From an optimization exercise on the open Yosys and OpenROAD flow, aimed at a short achievable clock period and few clock cycles; shortcuts taken in it are not production practice. At most, simulation tests tie the RTL to the original design; equivalence was not proved.

==> quartz: inputs <==
## zacwire_rx
module zacwire_rx (
    input  wire        clk,
    input  wire        rst,
    input  wire [1:0]  cfg_profile,    
    input  wire [15:0] cfg_rate,       
    input  wire        ev_valid,
    input  wire [32:0] ev_word,
    input  wire        cmd_valid,
    input  wire [66:0] cmd_word,
    output wire        cmd_ready,
    output reg         rsp_valid,
    output reg  [34:0] rsp_word
);
    localparam [2:0] PH_IDLE     = 3'd0,
                     PH_START    = 3'd1,
                     PH_RECV     = 3'd2,
                     PH_PARITY   = 3'd3,
                     PH_COMPLETE = 3'd4,
                     PH_ERROR    = 3'd5;
    localparam [2:0] OP_BEGIN = 3'd0, OP_END = 3'd1, OP_TAKE = 3'd2,
                     OP_ISCONN = 3'd3, OP_READ = 3'd4;
    localparam [2:0] ST_OK = 3'd0, ST_NOTCONN = 3'd1, ST_MISREAD = 3'd2,
                     ST_BEGINFAIL = 3'd3, ST_BADOP = 3'd4;
    localparam [3:0]  G1 = 4'd9;
    function [127:0] csa;
        input [63:0] a, b, c;
        begin
  ...
==> flow/config.mk <==
export PLATFORM = sky130hd
export DESIGN_NAME = zacwire_rx
export DESIGN_NICKNAME = zacwire_rx
export VERILOG_FILES = /design/flow/design.v
export SDC_FILE = /design/flow/constraint.sdc
export NUM_CORES = 4
export LEC_CHECK = 0
export ABC_CLOCK_PERIOD_IN_PS = 2500
export CAP_MARGIN = 20
export CORE_MARGIN = 2
export CORE_UTILIZATION = 40
export PLACE_DENSITY = 0.6
export SLEW_MARGIN = 20
==> flow/constraint.sdc <==
create_clock -name core_clock -period 20.0 [get_ports {clk}]
set_input_delay 4.0000 -clock core_clock [delete_from_list [all_inputs] [get_ports {clk}]]
set_output_delay 4.0000 -clock core_clock [all_outputs]
set_load 0.01 [all_outputs]
standard.sh (not shown) runs the stock make flow with config.mk's settings and CLKGATE_MAP_FILE= SYNTH_SCRIPT=/design/flow/synth_recipe.tcl, a recipe that flattens the netlist after the stock synthesis.
==> flow/flow/run.sh <==
#!/bin/bash
# Standard ORFS layout, with the resizer asked to keep SETUP_SLACK_MARGIN ns of
# setup slack at the design's clock (the SDC is unchanged).
set -euo pipefail
bash standard.sh SETUP_SLACK_MARGIN=15 finish > standard_flow.log 2>&1
==> zinc: changes against quartz <==
--- a/flow/design.v
+++ b/flow/design.v
@@ -398,12 +398,14 @@
                   ? (gtz(s2_us,  s2_uc,  ~cand_uw) || gtz(s2_vs,  s2_vc,  ~cand_vw))
                   : (gtz(s2_us,  s2_uc,  ~cand_u) || gtz(s2_vs,  s2_vc,  ~cand_v));
     wire imp_comm = (s2_now < comm_now)
                   ? (gtz(s2_us,  s2_uc,  ~comm_uw) || gtz(s2_vs,  s2_vc,  ~comm_vw))
                   : (gtz(s2_us,  s2_uc,  ~comm_u) || gtz(s2_vs,  s2_vc,  ~comm_v));
     wire implausible = cand_ok ? imp_cand : (comm_valid && imp_comm);
+    wire [127:0] cuw = csa(s2_us, s2_uc, wrap);
+    wire [127:0] cvw = csa(s2_vs, s2_vc, wrap);
     wire is_read  = s2_v && (s2_op == OP_READ);
     wire read_ok  = is_read && connected2 && s2_vv && !implausible;
     wire [23:0] mant   = s2_m[24:1];
     wire        rnd_up = s2_m[0] && (s2_rnz || mant[0]);
     wire [24:0] mant_r = {1'b0, mant} + {24'd0, rnd_up};
     wire [7:0]  exp_f  = mant_r[24] ? s2_exp + 8'd1 : s2_exp;
@@ -416,14 +418,14 @@
         end else begin
             cand_ok    <= read_ok;
             comm_valid <= comm_valid | cand_ok;
         end
         cand_u   <= s2_us + s2_uc;
         cand_v   <= s2_vs + s2_vc;
-        cand_uw  <= s2_us + s2_uc + wrap;
-        cand_vw  <= s2_vs + s2_vc + wrap;
+        cand_uw  <= cuw[63:0] + cuw[127:64];
+        cand_vw  <= cvw[63:0] + cvw[127:64];
         cand_now <= s2_now;
         if (cand_ok) begin
             comm_u   <= cand_u;
             comm_v   <= cand_v;
             comm_uw  <= cand_uw;
             comm_vw  <= cand_vw;
Settings changed: CELL_PAD_IN_SITES_DETAIL_PLACEMENT set to 1, CELL_PAD_IN_SITES_GLOBAL_PLACEMENT set to 1, PLACE_DENSITY 0.6 to 0.55.
==> results.toml <==
[outcome]
status = "no timing/DRC/antenna violations"

[grt]
grt_pass1_wl_mm = 582.3

[final_layout]
buffers = 570

[clock_tree]
cts-buffers-inserted = 188
the above is filed under quartz

==> results.toml <==
[clock_tree]
cts-buffers-inserted = 212

[outcome]
status = "no timing/DRC/antenna violations"

[placed_design]
pre_cts_slack_ns = 12.66

[timing]
finalHoldViolCount = 0
setup_violations = 0

[detailed_routing]
drtPass1Iterations = 6

[grt]
grt_pass1_wl_mm = 766.7
the above is filed under zinc

Testbench counts of zinc, summed over its fixed seeds: cycles 31,646.
Only the layout flow was run in quartz; the RTL was not checked for function there.

---

==> inputs of build 26 <==
Another version of the RTL of zacwire_rx (not shown whole).
clock: 20.0 ns
lec_check: 0
cap_margin: 20
core_margin: 2
core_utilization: 40
place_density: 0.6
slew_margin: 20
run.sh (not shown) runs the stock make flow with config.mk's settings and CLKGATE_MAP_FILE= SYNTH_SCRIPT=/design/flow/synth_recipe.tcl, a recipe that flattens the netlist after the stock synthesis.
Stock flow here: none of the scripts above is used.
==> trial 41: changes against build 26 <==
==> flow/flow/run.sh (new file) <==
#!/bin/bash
# Standard ORFS layout, with the resizer asked to keep SETUP_SLACK_MARGIN ns of
# setup slack at the design's clock (the SDC is unchanged).
set -euo pipefail
bash standard.sh SETUP_SLACK_MARGIN=14 finish > standard_flow.log 2>&1
==> flow/standard.sh (new file) <==
#!/bin/bash
# synth_recipe.tcl (not shown) runs the flow's synth.tcl, then flattens the netlist and writes it again
# the make line also repeats each setting of config.mk as NAME=value (left out here)
make -C /OpenROAD-flow-scripts/flow DESIGN_CONFIG=/design/flow/config.mk WORK_HOME=/design/flow/orfs CLKGATE_MAP_FILE= SYNTH_SCRIPT=/design/flow/synth_recipe.tcl "${@:-finish}"
ABC_CLOCK_PERIOD_IN_PS = 4000   (was default)
removed: flow/run.sh
==> impl_metrics.py <==
metrics = {
    "global_route": {
        "antenna_found_initial": 29,
        "grt_pass1_wl_um": 671000,
    },
    "placement": {
        "place_area_um2": 139000,
        "gp_congestion": 1.01,
    },
    "final_layout": {
        "clock_buffers": 206,
        "regArea_um2": 29300,
        "n_fill_cell": 30600,
        "clk_share_pct": 3.65,
    },
    "worst_setup_path": {
        "worst-path-stages": 35,
    },
    "timing": {
        "worst_slew_pin_slew_ps": 1230,
    },
    "outcome": {
        "status": "complete, no violations",
    },
}
The numbers above come from trial 41.

==> impl_metrics.py <==
metrics = {
    "outcome": {
        "status": "complete, no violations",
    },
    "final_layout": {
        "regArea_um2": 29300,
        "sh_seq_area_pct": 20.3,
        "n_fill_cell": 31200,
        "clk_share_pct": 3.65,
        "dominant_cells": "multi-input gates",
        "clock_buffers": 204,
    },
    "worst_setup_path": {
        "worst-path-stages": 31,
    },
    "global_route": {
        "use_met1_pct": 33.7,
        "antenna_found_initial": 55,
    },
    "placement": {
        "place_area_um2": 139000,
        "gp_congestion": 0.970,
    },
    "cts": {
        "clock-sinks": 1273,
    },
    "logic_synthesis": {
        "syn-cell-area_um2": 133000,
        "synth-compound-area-share_pct": 11.8,
    },
}
The numbers above come from build 26.

Testbench counts of build 26, summed over its fixed seeds: cycles 31,646.
Testbench counts of trial 41, summed over its fixed seeds: cycles 31,646.

## static timing again, ports no longer ideal
In the flow no input, the clock included, has a driving cell. The finished layouts below were timed again as built, in two steps.
Step 1, drivers: a clkbuf_16 drives clk and a buf_2 each remaining input, both assumed.
Step 2 also shifts input and output timing later by t, the mid clock arrival at the registers, as if the neighbouring blocks saw the same clock.
Slacks: ideal ports / drivers / drivers and shift; pairs: ideal ports / drivers.
run | t (ns) | setup slack, ns | hold WS [ns] | worst data-port slew with drivers (ns)
quartz | 0.944 | 14.463 / 14.463 / 14.145 | 0.347 / 0.347 / 0.347 | 0.19
zinc | 1.030 | 14.584 / 14.475 / 14.134 | 0.317 / 0.317 / 0.317 | 0.13
build 26 | 0.935 | 9.509 / 9.509 / 9.509 | 0.353 / 0.353 / 0.353 | 0.09
trial 41 | 0.940 | 12.619 / 12.619 / 12.619 | 0.354 / 0.354 / 0.354 | 0.31
After both steps setup and hold are still met in every run listed. The setup slack of zinc, which loses most, moves by -0.109 ns with the drivers and by -0.450 ns with both steps.
